Context: an optimization exercise on an open-source flow, tuned for small area, a short achievable clock period and few clock cycles. The choices shown serve that exercise and are no tape-out recipe. The RTL was checked by simulation tests, not by an equivalence proof against the original design. Power is estimated from default activity; no workload was simulated.

Setup of the reference run:
Design pscb, start of the top module:
module pscb (
    input  wire        clk,
    input  wire        rst,           
    input  wire        req_valid,
    output reg         req_ready,
    input  wire        req_write,
    input  wire [2:0]  req_addr,      
    input  wire [31:0] req_wdata,
    output reg         rsp_valid,
    output reg  [31:0] rsp_rdata,
    output reg         pk_valid,
    output reg  [7:0]  pk_data,
    output reg         up_valid,
    output reg  [7:0]  up_data
);
    localparam [1:0] MODE_IDLE   = 2'd0;
    localparam [1:0] MODE_WRITER = 2'd1;
    localparam [1:0] MODE_READER = 2'd2;
    localparam [3:0] F_NONE        = 4'd0;
    localparam [3:0] F_ILLEGAL_CMD = 4'd1;
    localparam [3:0] F_BS_MODE     = 4'd2;
    localparam [3:0] F_BS_OOB      = 4'd3;
    localparam [3:0] F_BS_OVERFLOW = 4'd4;
    localparam [3:0] F_UP_DOMAIN   = 4'd5;
    localparam [7:0] OP_PKPUSH  = 8'h10;
    localparam [7:0] OP_PKFLUSH = 8'h11;
    localparam [7:0] OP_UPPUSH  = 8'h12;
    localparam [7:0] OP_UPEND   = 8'h13;
    localparam [7:0] OP_WROPEN  = 8'h20;
    localparam [7:0] OP_RDOPEN  = 8'h21;
    localparam [7:0] OP_RD      = 8'h24;
    localparam [7:0] OP_WR      = 8'h25;
    localparam [7:0] OP_SKIP    = 8'h26;
    localparam [7:0] OP_ALIGN   = 8'h27;
    localparam [7:0] OP_BIASD   = 8'h30;
    localparam [7:0] OP_BIASE   = 8'h31;
    localparam [7:0] OP_ENUMD   = 8'h32;
    localparam [7:0] OP_ENUME   = 8'h33;
    localparam integer K_READ   = 0;    
    localparam integer K_ACCW   = 1;    
    localparam integer K_CMD    = 2;    
    localparam integer K_ILL    = 3;    
    localparam integer K_PKPUSH = 4;
    localparam integer K_PKFL   = 5;
    localparam integer K_UPPUSH = 6;
    localparam integer K_UPEND  = 7;
    localparam integer K_WROPEN = 8;
  ...
clock: 8.0 ns
lec_check: 0
cap_margin: 20
core_margin: 2
core_utilization: 55
cts_cluster_diameter: 100
cts_cluster_size: 25
slew_margin: 20
tns_end_percent: 10
standard.sh (not shown) runs the stock make flow with config.mk's settings and CLKGATE_MAP_FILE= SYNTH_SCRIPT=/design/flow/synth_recipe.tcl, a recipe that flattens the netlist after the stock synthesis.
==> flow/flow/run.sh <==
#!/bin/bash
# The standard layout (standard.sh), with the setup repair aimed high only up to
# clock tree synthesis (after global routing it only fixes real violations), and
# buf_4 as the port buffers.
set -euo pipefail
bash standard.sh SETUP_SLACK_MARGIN=5 "BUFFER_PORTS_ARGS=-buffer_cell sky130_fd_sc_hd__buf_4" cts > stage_cts.log 2>&1
bash standard.sh SETUP_SLACK_MARGIN=0 finish > stage_finish.log 2>&1
test -f out/final.def
Testbench counts of the reference run, summed over its fixed seeds: cycles 45,850.
For the trial run, these inputs were changed with respect to the reference run:
diff --git a/flow/design.v b/flow/design.v
--- a/flow/design.v
+++ b/flow/design.v
@@ -367,21 +367,23 @@
     wire [5:0] e_next;
     wire [5:0] e_base = !q_v                      ? offm1 :
                         (k_wropen || k_rdopen)    ? 6'd63 :
                         k_align                   ? (offm1 | 6'd7) :
                         k_move                    ? q_e : offm1;
     assign e_next = e_base + src_d[5:0];
     always @(posedge clk) begin
+        q_h <= hsel_of(q_free ? e_next : q_e);
+        q_t <= therm_of(q_free ? src_d[5:0] : q_d[5:0]);
+    end
+    always @(posedge clk) begin
         if (q_free) begin
             q_k <= src_k;
             q_a <= src_a;
             q_d <= src_d;
             q_e <= e_next;
-            q_h <= hsel_of(e_next);
-            q_t <= therm_of(src_d[5:0]);
         end
         if (!s_v) begin
             s_w <= req_write;
             s_a <= req_addr;
             s_d <= req_wdata;
         end
     end
==> run summary <==
The trial run ends up with higher wire length of the first global-routing pass than the reference run does.
| total vias in the final route | the reference run vs the trial run | ≈ equal |
The trial run completed; timing, DRC and antenna clean
First element of the critical path = mode[0]$_SDFFE_PP0P_: the reference run; first element of the critical path = q_d[1]$_DFFE_PP_: the trial run
Taking the reference run as the reference, in the trial run power dissipated by switching net loads up 1.3%; worst setup slack -0.31 ns; final cell count without fillers moved up; initial standard-cell utilization of the core did not really move.
Testbench counts of the trial run, summed over its fixed seeds: cycles 45,850.

========
rev 12:
pscb, a different RTL version from the one above (not shown whole).
Size in the first run: roughly 5500 cells after synthesis, about 2500 flip-flops.
==> flow/config.mk <==
export PLATFORM = sky130hd
export DESIGN_NAME = pscb
export DESIGN_NICKNAME = pscb
export VERILOG_FILES = /design/flow/design.v
export SDC_FILE = /design/flow/constraint.sdc
export NUM_CORES = 4
export LEC_CHECK = 0
export CAP_MARGIN = 20
export CORE_MARGIN = 2
export CORE_UTILIZATION = 40
export CTS_CLUSTER_DIAMETER = 100
export CTS_CLUSTER_SIZE = 25
export SETUP_SLACK_MARGIN = 5
export SLEW_MARGIN = 20
==> flow/constraint.sdc <==
create_clock -name core_clock -period 8.0 [get_ports {clk}]
set_input_delay 1.6000 -clock core_clock [delete_from_list [all_inputs] [get_ports {clk}]]
set_output_delay 1.6000 -clock core_clock [all_outputs]
set_load 0.01 [all_outputs]
run.sh (not shown) runs the stock make flow with config.mk's settings and CLKGATE_MAP_FILE= SYNTH_SCRIPT=/design/flow/synth_recipe.tcl, a recipe that flattens the netlist after the stock synthesis.
Stock flow here: none of the scripts above is used.
Testbench counts of rev 12, summed over its fixed seeds: cycles 45,850.
What rev 13 does differently from rev 12 at the input level:
diff --git a/flow/design.v b/flow/design.v
--- a/flow/design.v
+++ b/flow/design.v
@@ -68,25 +68,24 @@
     reg [2:0]    q_a;
     reg [31:0]   q_d;
     reg          s_v;           
     reg          s_w;
     reg [2:0]    s_a;
     reg [31:0]   s_d;
     reg        halted;          
     reg [11:0] room;            
     reg [5:0]  lw;              
     reg [5:0]  offm1;           
     reg [5:0]  q_e;             
     reg [31:0] q_t;             
-    reg [31:0] q_h;             
     reg [2:0]  ph;              
     reg [3:0]  sw;              
     reg [63:0] win;             
     reg [1:0]  wv;              
     reg        pend;            
     reg [5:0]  pidx;            
     reg [2:0]  em_i;            
     reg [2:0]  em_n;            
     reg        rh_v;            
     reg        rb_v;            
     reg [31:0] rsp_b;
     reg [31:0] ring [0:63];     
@@ -199,32 +198,30 @@
     wire [11:0] off_mv  = k_align ? off_aln : (off + {4'd0, arg});
     wire [5:0]  offm1_mv = k_align ? (offm1 | 6'd7) : q_e;
     wire [5:0]  lw_mv   = 6'd32 - {1'b0, off_mv[4:0]};
     wire [5:0]  e_end = q_e;
     function [31:0] therm_of(input [5:0] n);
         integer t;
         begin
             for (t = 0; t < 32; t = t + 1)
                 therm_of[t] = (t < n);
         end
     endfunction
     wire [31:0] therm = q_t;
-    function [31:0] hsel_of(input [5:0] e);
-        integer hi;
-        begin
-            for (hi = 0; hi < 32; hi = hi + 1)
-                hsel_of[hi] = e[5] ^ (hi > e[4:0]);
-        end
-    endfunction
-    wire [31:0] hsel = q_h;
+    reg [31:0] hsel;
+    integer hi;
+    always @(*) begin
+        for (hi = 0; hi < 32; hi = hi + 1)
+            hsel[hi] = e_end[5] ^ (hi > e_end[4:0]);
+    end
     wire [31:0] merged = (win[63:32] & hsel) | (win[31:0] & ~hsel);
     wire [31:0] rot_in = m_reader ? merged : (acc & therm);
     wire [31:0] rot_rev;
     genvar g;
     generate
         for (g = 0; g < 32; g = g + 1) begin : g_rev
             assign rot_rev[g] = rot_in[31 - g];
         end
     endgenerate
     wire [4:0]  rs = ~e_end[4:0];
     wire [31:0] r0 = rs[0] ? {rot_rev[0],    rot_rev[31:1]}  : rot_rev;
     wire [31:0] r1 = rs[1] ? {r0[1:0],       r0[31:2]}       : r0;
@@ -345,37 +342,34 @@
                 win[31:0] <= 32'd0;
             else if (wr_or)
                 win[31:0] <= win[31:0] | (rot & ~hsel);
             if (fetch1)
                 win[63:32] <= port_out[{fw1[2:1], 1'b1}];
             else if (commit && pidx[0])
                 win[63:32] <= 32'd0;
             else if (wr_or)
                 win[63:32] <= win[63:32] | (rot & hsel);
         end
     end
     wire q_free = !q_v || go;
-    wire [5:0] e_next;
     wire [5:0] e_base = !q_v                      ? offm1 :
                         (k_wropen || k_rdopen)    ? 6'd63 :
                         k_align                   ? (offm1 | 6'd7) :
                         k_move                    ? q_e : offm1;
-    assign e_next = e_base + src_d[5:0];
     always @(posedge clk) begin
         if (q_free) begin
             q_k <= src_k;
             q_a <= src_a;
             q_d <= src_d;
-            q_e <= e_next;
-            q_h <= hsel_of(e_next);
+            q_e <= e_base + src_d[5:0];
             q_t <= therm_of(src_d[5:0]);
         end
         if (!s_v) begin
             s_w <= req_write;
             s_a <= req_addr;
             s_d <= req_wdata;
         end
     end
     always @(posedge clk) begin
         if (rst) begin
             q_v       <= 1'b0;
             s_v       <= 1'b0;
## What came out
Relative to rev 12, synthesized-area fraction occupied by and/or/nand/nor cells increased by 0.38 points in rev 13.
In the metrics for rev 13 and rev 12, the one carrying the higher portion of total power attributed to the clock network is rev 12.
Post-route standard cell area excluding fillers | rev 13 above rev 12
Worst max-slew margin expressed relative to the limit ended up 13 points lower on rev 13 than on rev 12.
The run with more routed wire is rev 13, not rev 12.
Compared with rev 12, rev 13 shows number of post-CTS setup repair buffers that has gone up by more than half.
Looking at worst-path cell with the longest stage delay, the sky130_fd_sc_hd__dlygate4sd2_1 result is from rev 12; the sky130_fd_sc_hd__mux4_2 one comes from rev 13.
Higher number of instances in the synthesized netlist goes to rev 13 over rev 12.
Testbench counts of rev 13, summed over its fixed seeds: cycles 45,850.

port drivers added, routing unchanged:
How much do the figures lean on ideal ports? The routed layouts below were timed once more, with nothing changed but the port constraints. Step 1, drivers: a clkbuf_16 drives clk and a buf_2 each remaining input, both assumed. Step 2 moves the port delays by t, midway between the first and last clock arrival at a register: inputs arrive t later, outputs are due t later. That takes back most of the time a late clock gives input paths. a / b / c = no drivers / after step 1 / after step 2; a / b = the first two.
run | shift t [ns] | setup slack, ns | worst setup path at the end | latest minus earliest clock arrival (ns) | worst slew at a driven data input, ns
the reference run | 0.831 | 4.705 / 4.705 / 3.929 | input to register | 0.051 / 0.050 | 0.04
the trial run | 0.825 | 4.395 / 4.395 / 3.772 | input to register | 0.046 / 0.046 | 0.05
rev 12 | 0.858 | 4.709 / 4.721 / 3.917 | input to register | 0.056 / 0.056 | 0.05
rev 13 | 0.894 | 4.367 / 4.367 / 4.196 | input to register | 0.074 / 0.074 | 0.04
After both steps every run listed still meets setup and hold. The setup slack of rev 12, which loses most, moves by +0.012 ns with the drivers and by -0.792 ns with both steps.
